Source: an optimization exercise on an open RTL-to-GDS flow (aim: small area, a short achievable clock period and few clock cycles per item). Production flows keep margins and buffers that such runs may drop.
Function was checked by simulation only, so behaviour that the tests miss may differ from the original.
No activity file was given, so power comes from the tool's default toggle rates.

Design hacodec, start of the top module:
module hacodec (
    input  wire       clk,
    input  wire       rst,
    input  wire       in_valid,
    output wire       in_ready,
    input  wire [7:0] in_data,
    input  wire       in_last,
    output wire       out_valid,
    input  wire       out_ready,
    output wire [7:0] out_data,
    output wire       out_last
);
Settings: LEC_CHECK=0, ABC_CLOCK_PERIOD_IN_PS=4000, CAP_MARGIN=20, CORE_MARGIN=2, CORE_UTILIZATION=40, SETUP_SLACK_MARGIN=5, SLEW_MARGIN=20; clock period 10.0 ns.
standard.sh (not shown) runs the stock make flow with config.mk's settings and CLKGATE_MAP_FILE= SYNTH_SCRIPT=/design/flow/synth_recipe.tcl, a recipe that flattens the netlist after the stock synthesis.
==> flow/flow/run.sh <==
#!/bin/bash
set -euo pipefail
bash standard.sh SETUP_SLACK_MARGIN=7 MATCH_CELL_FOOTPRINT=0 \
  "BUFFER_PORTS_ARGS=-buffer_cell sky130_fd_sc_hd__buf_4" finish > flow_standard.log 2>&1
The starting point finished clean.
Testbench counts at the start, summed over its fixed seeds: cycles 251,380, requests 32,000.
==> next run, changes <==
==> flow/flow/run.sh (replaced) <==
#!/bin/bash
set -euo pipefail
bash standard.sh SETUP_SLACK_MARGIN=7 finish > flow_standard.log 2>&1
Worst hold slack hardly moves.
Setup slack got worse by 0.16 ns.
Sequential power is about the same.
Via count went up by 3.1%.
Cell area went up by 3.0%.
==> next run, changes <==
==> flow/flow/run.sh (replaced) <==
#!/bin/bash
set -euo pipefail
bash standard.sh SETUP_SLACK_MARGIN=6 MATCH_CELL_FOOTPRINT=0 \
  "BUFFER_PORTS_ARGS=-buffer_cell sky130_fd_sc_hd__buf_4" finish > flow_standard.log 2>&1
After rerunning: Clock power falls by about 20%. Wire length falls by 9.5%. Die area does not change. Synthesized cell count stays the same. Flip-flop and latch count is unchanged. Cell area falls by about 13%.
==> next run, changes <==
==> flow/flow/run.sh (replaced) <==
#!/bin/bash
set -euo pipefail
bash standard.sh SETUP_SLACK_MARGIN=6 finish > flow_standard.log 2>&1
Outcome: Power went up by a few percent; routed wire length is higher by a few percent; final cell count came out higher by a few percent; utilization went up by 2.4 points; flip-flop and latch count stays the same; sequential share of layout area fell by 2.0 points; die area stays the same; synthesized cell count stays the same; register-to-register slack is better by 0.02 ns; worst setup slack got worse by 0.016 ns.


Another version of the RTL of hacodec (not shown whole).
Size in the first run: ~1500 cells after synthesis, ~230 flip-flops.
clock: 10.0 ns
lec_check: 0
abc_clock_period_in_ps: 4000
cap_margin: 20
core_margin: 2
core_utilization: 40
cts_cluster_diameter: 100
cts_cluster_size: 20
setup_slack_margin: 5
slew_margin: 20
==> flow/flow/run.sh <==
#!/bin/bash
set -euo pipefail
bash standard.sh SETUP_SLACK_MARGIN=6 MATCH_CELL_FOOTPRINT=0 \
  "BUFFER_PORTS_ARGS=-buffer_cell sky130_fd_sc_hd__buf_4" finish > flow_standard.log 2>&1
The baseline went through all stages and came out clean.
Testbench counts at the start, summed over its fixed seeds: cycles 248,529, requests 32,000.
Next try:
==> flow/flow/run.sh (replaced) <==
#!/bin/bash
set -euo pipefail
bash standard.sh SYNTH_SCRIPT="$PWD/flow/synth_abc.tcl" SETUP_SLACK_MARGIN=6 MATCH_CELL_FOOTPRINT=0 \
  "BUFFER_PORTS_ARGS=-buffer_cell sky130_fd_sc_hd__buf_4" finish > flow_standard.log 2>&1
==> flow/flow/synth_abc.tcl (new file) <==
# synth_recipe.tcl (the standard synthesis) with one change: the technology mapping of the
# combinational logic uses ABC's default script for a liberty mapping (abc -liberty ... -D)
# instead of ORFS's abc_speed.script. Flip-flops are mapped before ABC and are not touched.
proc synth {args} { yosys synth -nofsm -noshare {*}$args }
proc abc {args} {
  set i [lsearch -exact $args -script]
  if {$i >= 0 && [string match *abc_speed.script [lindex $args [expr {$i + 1}]]]} {
    set args [lreplace $args $i [expr {$i + 1}]]
  }
  yosys abc {*}$args
}
source $::env(SCRIPTS_DIR)/synth.tcl
# left out here: clear keep_hierarchy, flatten, clean up, hide names made inside functions, write 1_2_yosys.v
Effect:
- power drops by 1.9%
- setup slack loses 150 ps
- clock skew climbs by 4.8 ps
- core utilization climbs by 1.4 points
- wire length drops by 6.2%
- area after synthesis drops by 8.1%
- synthesized cell count drops by 8.0%
- sequential power is about the same
- combinational power drops by 7.8%
- worst hold slack loses 3.8 ps
- die area drops by 8.0%
Next try:
==> flow/flow/run.sh (replaced) <==
#!/bin/bash
set -euo pipefail
bash standard.sh SETUP_SLACK_MARGIN=6.5 MATCH_CELL_FOOTPRINT=0 \
  "BUFFER_PORTS_ARGS=-buffer_cell sky130_fd_sc_hd__buf_4" finish > flow_standard.log 2>&1
removed: flow/flow/synth_abc.tcl
Routed wire length goes up by roughly a tenth.
Cell area goes up by roughly a tenth.
Sequential power barely changes.
Setup slack gains 330 ps.
Next try:
==> flow/flow/run.sh (replaced) <==
#!/bin/bash
set -euo pipefail
bash standard.sh SETUP_SLACK_MARGIN=6 MATCH_CELL_FOOTPRINT=0 \
  "BUFFER_PORTS_ARGS=-buffer_cell sky130_fd_sc_hd__buf_4" finish > flow_standard.log 2>&1
--- a/flow/config.mk
+++ b/flow/config.mk
@@ -11,4 +11,4 @@
 export CORE_UTILIZATION = 40
-export CTS_CLUSTER_DIAMETER = 100
-export CTS_CLUSTER_SIZE = 20
+export CTS_CLUSTER_DIAMETER = 120
+export CTS_CLUSTER_SIZE = 25
 export SETUP_SLACK_MARGIN = 5
After rerunning: First-iteration DRC count rose by about 2.5%. Setup slack degrades by 180 ps. Clock-buffer cell count fell by 3. Cell area fell by about 7%.
Next try:
==> flow/flow/run.sh (replaced) <==
#!/bin/bash
set -euo pipefail
bash standard.sh SYNTH_SCRIPT="$PWD/flow/synth_abc.tcl" SETUP_SLACK_MARGIN=6.5 MATCH_CELL_FOOTPRINT=0 \
  "BUFFER_PORTS_ARGS=-buffer_cell sky130_fd_sc_hd__buf_4" finish > flow_standard.log 2>&1
==> flow/flow/abc_area_nf.script (new file) <==
strash
ifraig
scorr
dc2
strash
&get -n
&dch -f
&nf
&put
==> flow/flow/synth_abc.tcl (new file) <==
# synth_recipe.tcl (the standard synthesis) with one change: the technology mapping of the
# combinational logic uses flow/abc_area_nf.script (an area-oriented ABC script)
# instead of ORFS's abc_speed.script. Flip-flops are mapped before ABC and are not touched.
set ::abc_area_script [file join [file dirname [file normalize [info script]]] abc_area_nf.script]
proc synth {args} { yosys synth -nofsm -noshare {*}$args }
proc abc {args} {
  set i [lsearch -exact $args -script]
  if {$i >= 0 && [string match *abc_speed.script [lindex $args [expr {$i + 1}]]]} {
    set args [lreplace $args $i [expr {$i + 1}] -script $::abc_area_script]
  }
  yosys abc {*}$args
}
source $::env(SCRIPTS_DIR)/synth.tcl
# left out here: clear keep_hierarchy, flatten, clean up, hide names made inside functions, write 1_2_yosys.v
--- a/flow/config.mk
+++ b/flow/config.mk
@@ -11,4 +11,4 @@
 export CORE_UTILIZATION = 40
-export CTS_CLUSTER_DIAMETER = 120
-export CTS_CLUSTER_SIZE = 25
+export CTS_CLUSTER_DIAMETER = 100
+export CTS_CLUSTER_SIZE = 20
 export SETUP_SLACK_MARGIN = 5
Final area goes down by 0.35%.
Synthesized area goes down by 10%.
Combinational power goes up by 4.0%.
Via count goes down by 3.6%.
Count of clock-buffer cells in the layout goes up by 4.
Power goes up by 0.62%.
Routed wire length goes down by 4.2%.
Die area goes down by 9.8%.
Clock power goes down by 3.3%.
Hold slack barely changes.
Next try:
==> flow/flow/run.sh (replaced) <==
#!/bin/bash
set -euo pipefail
bash standard.sh SYNTH_SCRIPT="$PWD/flow/synth_abc.tcl" SETUP_SLACK_MARGIN=6 MATCH_CELL_FOOTPRINT=0 \
  "BUFFER_PORTS_ARGS=-buffer_cell sky130_fd_sc_hd__buf_4" finish > flow_standard.log 2>&1
The changed run completed without violations.
Worst setup slack gets worse by 25 ps.
Routed wire length went down by a few percent.
Global-route usage went down by 1.2 points.


== wip/cedar ==
Another version of the RTL of hacodec (not shown whole).
Size: about 230 flip-flops, about 24 I/O pins.
Design hacodec, start of the top module:
module hacodec (
    input  wire       clk,
    input  wire       rst,
    input  wire       in_valid,
    output wire       in_ready,
    input  wire [7:0] in_data,
    input  wire       in_last,
    output wire       out_valid,
    input  wire       out_ready,
    output wire [7:0] out_data,
    output wire       out_last
);
export LEC_CHECK = 0
export ABC_CLOCK_PERIOD_IN_PS = 4000
export CAP_MARGIN = 20
export CORE_MARGIN = 2
export CORE_UTILIZATION = 40
export CTS_CLUSTER_DIAMETER = 100
export CTS_CLUSTER_SIZE = 20
export SETUP_SLACK_MARGIN = 5
export SLEW_MARGIN = 20
create_clock -name core_clock -period 10.0 [get_ports {clk}]
==> flow/flow/run.sh <==
#!/bin/bash
set -euo pipefail
bash standard.sh SYNTH_SCRIPT="$PWD/flow/synth_abc.tcl" ADDER_MAP_FILE= SETUP_SLACK_MARGIN=6 MATCH_CELL_FOOTPRINT=0 \
  "BUFFER_PORTS_ARGS=-buffer_cell sky130_fd_sc_hd__buf_4" finish > flow_standard.log 2>&1
==> flow/flow/synth_abc.tcl <==
# synth_recipe.tcl (the standard synthesis) with one change: the technology mapping of the
# combinational logic uses ABC's default script for a liberty mapping (abc -liberty ... -D)
# instead of ORFS's abc_speed.script. Flip-flops are mapped before ABC and are not touched.
proc synth {args} { yosys synth -nofsm -noshare {*}$args }
proc abc {args} {
  set i [lsearch -exact $args -script]
  if {$i >= 0 && [string match *abc_speed.script [lindex $args [expr {$i + 1}]]]} {
    set args [lreplace $args $i [expr {$i + 1}]]
  }
  yosys abc {*}$args
}
source $::env(SCRIPTS_DIR)/synth.tcl
# left out here: clear keep_hierarchy, flatten, clean up, hide names made inside functions, write 1_2_yosys.v
wip/cedar completed every stage of the flow, and the final layout passed the timing, design-rule and antenna checks.
Testbench counts of wip/cedar, summed over its fixed seeds: cycles 248,529, requests 32,000.
Here is what was changed in the inputs of wip/amber compared with wip/cedar.
==> flow/flow/run.sh <==
#!/bin/bash
set -euo pipefail
bash standard.sh SYNTH_SCRIPT="$PWD/flow/synth_abc.tcl" ADDER_MAP_FILE= SETUP_SLACK_MARGIN=6.5 MATCH_CELL_FOOTPRINT=0 \
  "BUFFER_PORTS_ARGS=-buffer_cell sky130_fd_sc_hd__buf_4" finish > flow_standard.log 2>&1
Notes after the runs:
- [compare] base=wip/cedar new=wip/amber: routed wire length per instance moved up, total routed wirelength up 3.3%, net total in the final layout grew by about 2.5%.
- Per the comparison of wip/amber with wip/cedar, leakage dissipation went up by about 6%; cell count went up by 2.0%; area growth from synthesis to final layout went up by 4.5 points.
The following lists how wip/zinc was set up differently from wip/amber:
==> flow/flow/run.sh <==
#!/bin/bash
set -euo pipefail
bash standard.sh SYNTH_SCRIPT="$PWD/flow/synth_abc.tcl" SETUP_SLACK_MARGIN=6 MATCH_CELL_FOOTPRINT=0 \
  "BUFFER_PORTS_ARGS=-buffer_cell sky130_fd_sc_hd__buf_4" finish > flow_standard.log 2>&1
## What came out
- Every run (wip/zinc and wip/amber) finished clean.
- Via density per instance (lower): wip/zinc
- Mux contribution to synthesized area up 0.61 points in wip/zinc wrt wip/amber
- The cell group occupying the most layout area comes out registers in one run and multi-input gates in the other, namely in wip/amber and wip/zinc respectively.
- wip/zinc against wip/amber: final routed wirelength across all metal layers saw an increase; total die area saw an increase.
- wip/zinc — minimum period implied by the final worst setup slack 360 ps higher, wip/amber as reference
- In the metrics for wip/zinc and wip/amber, the one carrying the lower area share of buffers outside the clock network is wip/zinc.
The following lists how wip/raven was set up differently from wip/zinc:
==> flow/flow/abc_area_nf.script (new file) <==
strash
ifraig
scorr
dc2
strash
&get -n
&dch -f
&nf
&put
-- flow/flow/synth_abc.tcl --
<<< wip/zinc, line 2
# combinational logic uses ABC's default script for a liberty mapping (abc -liberty ... -D)
>>> wip/raven, line 2
# combinational logic uses flow/abc_area_nf.script (an area-oriented ABC script)
<<< wip/zinc, line 4
>>> wip/raven, line 4
set ::abc_area_script [file join [file dirname [file normalize [info script]]] abc_area_nf.script]
<<< wip/zinc, line 8
    set args [lreplace $args $i [expr {$i + 1}]]
>>> wip/raven, line 9
    set args [lreplace $args $i [expr {$i + 1}] -script $::abc_area_script]
### Flow results
wip/zinc → wip/raven: routed wire length shows a reduction of 0.59%; number of non-clock buffers +21%; sequential portion of the cell area about even; die boundary height lower; core utilization saw an increase. Looking at via count, wip/raven sits above wip/zinc. Diff wip/zinc and wip/raven: total CTS buffers higher in wip/zinc. Relative to wip/zinc, the final period utilization of wip/raven is lower by 0.15 points. Share of power burned in combinational logic: wip/raven vs wip/zinc up 0.7 points. Critical-path cell with the highest stage delay: sky130_fd_sc_hd__nor2_1 -> wip/raven, sky130_fd_sc_hd__or3b_4 -> wip/zinc. wip/raven vs wip/zinc — met2 demand-to-capacity share in global routing dropped 0.54 points.

==> separate check: timing with driven ports <==
The results above use ideal ports. As a check the final layouts listed here were re-extracted and re-timed, cells and wires unchanged.
Step 1 sets driving cells, clkbuf_16 on the clock port and buf_2 on the other inputs (assumed; they add their load-dependent delay and slew).
Step 2 also shifts input and output timing later by t, the mid clock arrival at the registers, as if the neighbouring blocks saw the same clock.
a / b / c = ideal / step 1 / step 2; a / b = the first two.
run | t, ns | setup WS [ns] | worst data-port slew with drivers (ns)
the first run of note 1 | 0.619 | 6.471 / 6.424 / 5.805 | 0.18
the second run of note 1 | 0.621 | 6.308 / 6.322 / 5.701 | 0.05
the third run of note 1 | 0.617 | 6.102 / 6.102 / 5.532 | 0.03
the fourth run of note 1 | 0.625 | 6.087 / 6.114 / 5.489 | 0.04
the first run of note 2 | 0.561 | 6.130 / 6.130 / 5.597 | 0.04
the second run of note 2 | 0.574 | 5.982 / 5.982 / 5.467 | 0.16
the third run of note 2 | 0.556 | 6.307 / 6.254 / 5.698 | 0.17
the fourth run of note 2 | 0.560 | 6.125 / 6.125 / 5.616 | 0.04
the fifth run of note 2 | 0.552 | 5.989 / 5.989 / 5.521 | 0.19
the sixth run of note 2 | 0.547 | 5.964 / 5.964 / 5.559 | 0.05
wip/cedar | 0.552 | 6.142 / 6.142 / 5.648 | 0.04
wip/amber | 0.548 | 6.434 / 6.371 / 5.823 | 0.17
wip/zinc | 0.558 | 6.073 / 6.080 / 5.542 | 0.04
wip/raven | 0.559 | 6.088 / 6.088 / 5.566 | 0.05
After both steps every run listed still meets setup and hold. For the first run of note 1, which loses most, drivers alone change the setup slack by -0.047 ns; drivers and shift together by -0.666 ns.
